Background: an optimization exercise with open tools, aiming at small area. Do not read the settings as production practice. Function was checked by simulation only, so behaviour that the tests miss may differ from the original.

==> build 61: inputs <==
==> flow/design.v <==
module lt3_decoder #(
    parameter integer TIME_W        = 64,
    parameter integer TICKS_PER_S   = 1000
) (
    input  wire              clk,
    input  wire              rst,           
    input  wire              cmd_valid,
    input  wire [3:0]        cmd_op,
    input  wire [TIME_W-1:0] cmd_operand,
    input  wire              sym_valid,
    input  wire [9:0]        sym,
    output wire              sym_ready,
    input  wire              crsp_valid,
    input  wire [1:0]        crsp,
    output wire              crsp_ready,
    output reg               rsp_valid,
    output wire [3:0]        rsp_status,
    output wire [15:0]       rsp_data,
    output reg               req_open,
    output reg               req_close
);
    localparam integer COOLDOWN_S     = 30;
    localparam [TIME_W-1:0] COOLDOWN_TICKS = COOLDOWN_S * TICKS_PER_S;
    reg [5:0]        c;               
    reg [TIME_W-1:0] last_poll_time;
    reg [7:0] st1, st2, st3, st4, st34, st36, st37, st47, st50;    
    reg       snap_valid;
    reg [7:0] sn_f1, sn_vt, sn_va, sn_sr, sn_bl, sn_bu, sn_fl, sn_ch, sn_fn;
    reg       sn_flag;
    reg [3:0] q;                      
    wire stream_phase = c[5] | c[4] | c[3];
    wire connect      = ~stream_phase & c[1];
    wire idle         = ~stream_phase & ~c[1];
    wire poll_valid   = ~(idle & c[0]);
    wire hunt         = (c == 6'd8);
    wire seen         = (c == 6'd9);
    assign crsp_ready = !rst && !cmd_valid && connect;
    assign sym_ready  = !rst && !cmd_valid && stream_phase;
    wire take_cmd  = !rst && cmd_valid;
    wire take_crsp = crsp_valid && crsp_ready;
    wire take_sym  = sym_valid && sym_ready;
    wire [1:0] sym_kind = sym[9:8];
    wire [7:0] sym_byte = sym[7:0];
    wire       is_byte  = (sym_kind == 2'b00);
    wire       take_byte = take_sym && is_byte;
    wire [TIME_W-1:0] A = cmd_operand;
    wire [TIME_W-1:0] B = last_poll_time;
    wire [15:0] br;
    wire [14:0] d;
    assign br[0] = 1'b0;
    genvar gi;
    generate
        for (gi = 0; gi < 15; gi = gi + 1) begin : g_lo
            assign d[gi]    = A[gi] ^ B[gi] ^ br[gi];
            assign br[gi+1] = (~A[gi] & B[gi]) | (~(A[gi] ^ B[gi]) & br[gi]);
        end
    endgenerate
    wire lo_ok = d < COOLDOWN_TICKS[14:0];
    wire [TIME_W-1:15] hi_t;
    assign hi_t[15] = (A[15] ^ B[15]) ^ br[15];
    generate
        for (gi = 16; gi < TIME_W; gi = gi + 1) begin : g_hi
            assign hi_t[gi] = (A[gi] ^ B[gi]) ^ (~A[gi-1] & B[gi-1]);
        end
    endgenerate
    wire hi_ok = ~|hi_t;
    wire in_cooldown = poll_valid && lo_ok && hi_ok;
    wire is_update = (cmd_op == 4'd1);
    wire is_read   = (cmd_op >= 4'd2) && (cmd_op <= 4'd11);
    wire poll_go   = take_cmd && is_update && !in_cooldown;
    wire commit    = take_byte && (c == 6'd63);
    wire fill_adv  = take_byte && !hunt && !seen;        
    wire advance   = (take_crsp && crsp == 2'b01) ||
                     fill_adv ||
                     (take_byte && hunt && sym_byte == 8'h0E) ||
                     (take_byte && seen && sym_byte == 8'hFF);
    always @(posedge clk) begin
        if (rst)
            c <= 6'd1;
        else if (take_cmd) begin
            if (poll_go)
                c <= 6'd7;
        end else if (advance)
            c <= c + 6'd1;
        else if (take_crsp || (take_sym && !is_byte))
            c <= 6'd0;
        else if (take_byte && seen)
            c <= 6'd8;
    end
    always @(posedge clk)
        if (poll_go)
            last_poll_time <= cmd_operand;
    always @(posedge clk) begin
        if (take_byte && c == 6'd11) st1  <= sym_byte;
        if (take_byte && c == 6'd12) st2  <= sym_byte;
        if (take_byte && c == 6'd13) st3  <= sym_byte;
        if (take_byte && c == 6'd14) st4  <= sym_byte;
        if (take_byte && c == 6'd44) st34 <= sym_byte;
        if (take_byte && c == 6'd46) st36 <= sym_byte;
        if (take_byte && c == 6'd47) st37 <= sym_byte;
        if (take_byte && c == 6'd57) st47 <= sym_byte;
        if (take_byte && c == 6'd60) st50 <= sym_byte;
    end
    always @(posedge clk) begin
        if (commit) begin
            sn_f1   <= st1;
            sn_flag <= (sym_byte != 8'h00);
            sn_vt   <= st2;
            sn_va   <= st3;
            sn_sr   <= st4;
            sn_bl   <= st34;
            sn_bu   <= st36;
            sn_fl   <= st37;
            sn_ch   <= st47;
            sn_fn   <= st50;
        end
    end
    always @(posedge clk) begin
        if (rst)
            snap_valid <= 1'b0;
        else if (commit)
            snap_valid <= 1'b1;
    end
    always @(posedge clk) begin
        rsp_valid <= 1'b0;
        req_open  <= 1'b0;
        req_close <= 1'b0;
        if (take_cmd) begin
            q <= is_update ? (in_cooldown ? 4'd1 : 4'd7) :
                 (cmd_op == 4'd15) ? 4'd12 : cmd_op;
            rsp_valid <= !(is_update && !in_cooldown && idle);
            req_open  <= is_update && !in_cooldown;
            req_close <= is_update && !in_cooldown && !idle;
        end else if (take_crsp) begin
            q <= 4'd15;
            rsp_valid <= (crsp != 2'b01);
        end else begin
            q <= (sym_kind == 2'b01) ? 4'd3 :
                 (sym_kind == 2'b10) ? 4'd5 :
                 (sym_kind == 2'b11) ? 4'd4 : 4'd2;
            if (take_sym && (!is_byte || c == 6'd63)) begin
                rsp_valid <= 1'b1;
                req_close <= 1'b1;
            end
        end
        if (rst) begin
            rsp_valid <= 1'b0;
            req_open  <= 1'b0;
            req_close <= 1'b0;
        end
    end
    function [2:0] state_map(input [7:0] s);
        case (s)
            8'd0:       state_map = 3'd0;
            8'd2:       state_map = 3'd1;
            8'd3, 8'd4: state_map = 3'd2;
            8'd7, 8'd8: state_map = 3'd3;
            8'd97:      state_map = 3'd4;
            8'd98:      state_map = 3'd5;
            default:    state_map = 3'd7;
        endcase
    endfunction
    wire [8:0] temperature = {1'b0, sn_f1} + (sn_flag ? 9'd255 : 9'd0);
    reg [10:0] read_data;
    always @(*) begin
        case (q)
            4'd2:        read_data = {2'b00, temperature};
            4'd3:        read_data = {state_map(sn_sr), sn_sr};
            4'd4:        read_data = {3'b000, sn_vt};
            4'd5, 4'd6:  read_data = {3'b000, sn_va};
            4'd7:        read_data = {3'b000, sn_bl};
            4'd8:        read_data = {3'b000, sn_bu};
            4'd9:        read_data = {3'b000, sn_fl};
            4'd10:       read_data = {3'b000, sn_ch};
            4'd11:       read_data = {3'b000, sn_fn};
            default:     read_data = 11'd0;
        endcase
    end
    wire q_read = (q >= 4'd2) && (q <= 4'd11);
    assign rsp_data   = (!req_close && snap_valid) ? {5'b00000, read_data} : 16'h0000;
    assign rsp_status = req_close   ? q :
                        (q == 4'd1) ? 4'd1 :
                        q_read      ? (snap_valid ? 4'd0 : 4'd8) :
                        (q == 4'd15) ? 4'd4 : 4'd10;
endmodule
==> flow/flow/run.sh <==
#!/bin/bash
# Own layout flow: the standard synthesis unchanged, then the standard
# ORFS layout with two changes:
#  * the port buffers are the smallest buffer cell (buf_1) instead of the
#    cell buffer_ports picks by default;
#  * clock tree synthesis uses small clock buffers and no dummy loads.
# Each tool's full output goes to a log file of its own in this folder.
set -euo pipefail
cd "$(dirname "$0")/.."

CTS_BUFS=${CTS_BUFS:-"sky130_fd_sc_hd__clkbuf_4"}
CTS_SIZE=${CTS_SIZE:-10}
CTS_DIAM=${CTS_DIAM:-50}

bash standard.sh synth > synth.log 2>&1

bash standard.sh \
  "BUFFER_PORTS_ARGS=-buffer_cell sky130_fd_sc_hd__buf_1" \
  "CTS_ARGS=-sink_clustering_enable -repair_clock_nets -dont_use_dummy_load -buf_list {$CTS_BUFS} -root_buf sky130_fd_sc_hd__clkbuf_4 -sink_clustering_size $CTS_SIZE -sink_clustering_max_diameter $CTS_DIAM" \
  finish > layout.log 2>&1
==> flow/standard.sh <==
#!/bin/bash
# synth_recipe.tcl (not shown) runs the flow's synth.tcl, then flattens the netlist and writes it again
# the make line also repeats each setting of config.mk as NAME=value (left out here)
make -C /OpenROAD-flow-scripts/flow DESIGN_CONFIG=/design/flow/config.mk WORK_HOME=/design/flow/orfs CLKGATE_MAP_FILE= SYNTH_SCRIPT=/design/flow/synth_recipe.tcl "${@:-finish}"
==> flow/config.mk <==
export PLATFORM = sky130hd
export DESIGN_NAME = lt3_decoder
export DESIGN_NICKNAME = lt3_decoder
export VERILOG_FILES = /design/flow/design.v
export SDC_FILE = /design/flow/constraint.sdc
export NUM_CORES = 4
export LEC_CHECK = 0
export CAP_MARGIN = 20
export CORE_MARGIN = 2
export CORE_UTILIZATION = 40
export PLACE_DENSITY = 0.6
export SLEW_MARGIN = 20
==> flow/constraint.sdc <==
create_clock -name core_clock -period 10.0 [get_ports {clk}]
set_input_delay 2.0000 -clock core_clock [delete_from_list [all_inputs] [get_ports {clk}]]
set_output_delay 2.0000 -clock core_clock [all_outputs]
set_load 0.01 [all_outputs]
==> trial 13 (differences from build 61) <==
==> flow/run.sh (new file) <==
#!/bin/bash
# synth_recipe.tcl (not shown) runs the flow's synth.tcl, then flattens the netlist and writes it again
# the make line also repeats each setting of config.mk as NAME=value (left out here)
make -C /OpenROAD-flow-scripts/flow DESIGN_CONFIG=/design/flow/config.mk WORK_HOME=/design/flow/orfs CLKGATE_MAP_FILE= SYNTH_SCRIPT=/design/flow/synth_recipe.tcl finish
removed: flow/flow/run.sh
removed: flow/standard.sh
==> build 8 (differences from build 61) <==
--- a/flow/flow/run.sh
+++ b/flow/flow/run.sh
@@ -10,5 +10,5 @@
 
-CTS_BUFS=${CTS_BUFS:-"sky130_fd_sc_hd__clkbuf_4"}
-CTS_SIZE=${CTS_SIZE:-10}
-CTS_DIAM=${CTS_DIAM:-50}
+CTS_BUFS=${CTS_BUFS:-"sky130_fd_sc_hd__clkbuf_8"}
+CTS_SIZE=${CTS_SIZE:-20}
+CTS_DIAM=${CTS_DIAM:-60}
 
==> summary of the runs <==
Sequential share of layout area, highest first: build 61, build 8, trial 13.
Wire length: build 8 is lower than build 61 (0.46%).
Of trial 13 and build 8, trial 13 has the higher hold slack (gap 0.029 ns).
The highest global-route usage belongs to trial 13, the lowest to build 8.

static timing again, ports no longer ideal:
No port has a modelled driver above. Below, the same layouts with a new extraction and two added sets of constraints.
Step 1 sets driving cells, clkbuf_16 on the clock port and buf_2 on the other inputs (assumed; they add their load-dependent delay and slew).
Step 2 adds t to the input delays and takes it off the output delays; t is the mean of the earliest and latest rising clock arrival at the registers after step 1. Input paths then give back, and output paths get back, about the clock's delay inside the block.
a / b / c = ideal / step 1 / step 2; a / b = the first two.
run	t, ns	setup WS [ns]	hold WS [ns]	clock arrival spread, ns	pins driven straight from the clock port
build 61	0.666	2.188 / 2.208 / 1.542	0.398 / 0.398 / 0.398	0.089 / 0.089	1
trial 13	0.551	1.673 / 1.696 / 1.144	0.409 / 0.409 / 0.409	0.023 / 0.023	1
build 8	0.679	2.192 / 2.212 / 1.533	0.380 / 0.380 / 0.380	0.093 / 0.093	1
After both steps every run listed still meets setup and hold. The setup slack of build 8, which loses most, moves by +0.020 ns with the drivers and by -0.659 ns with both steps.
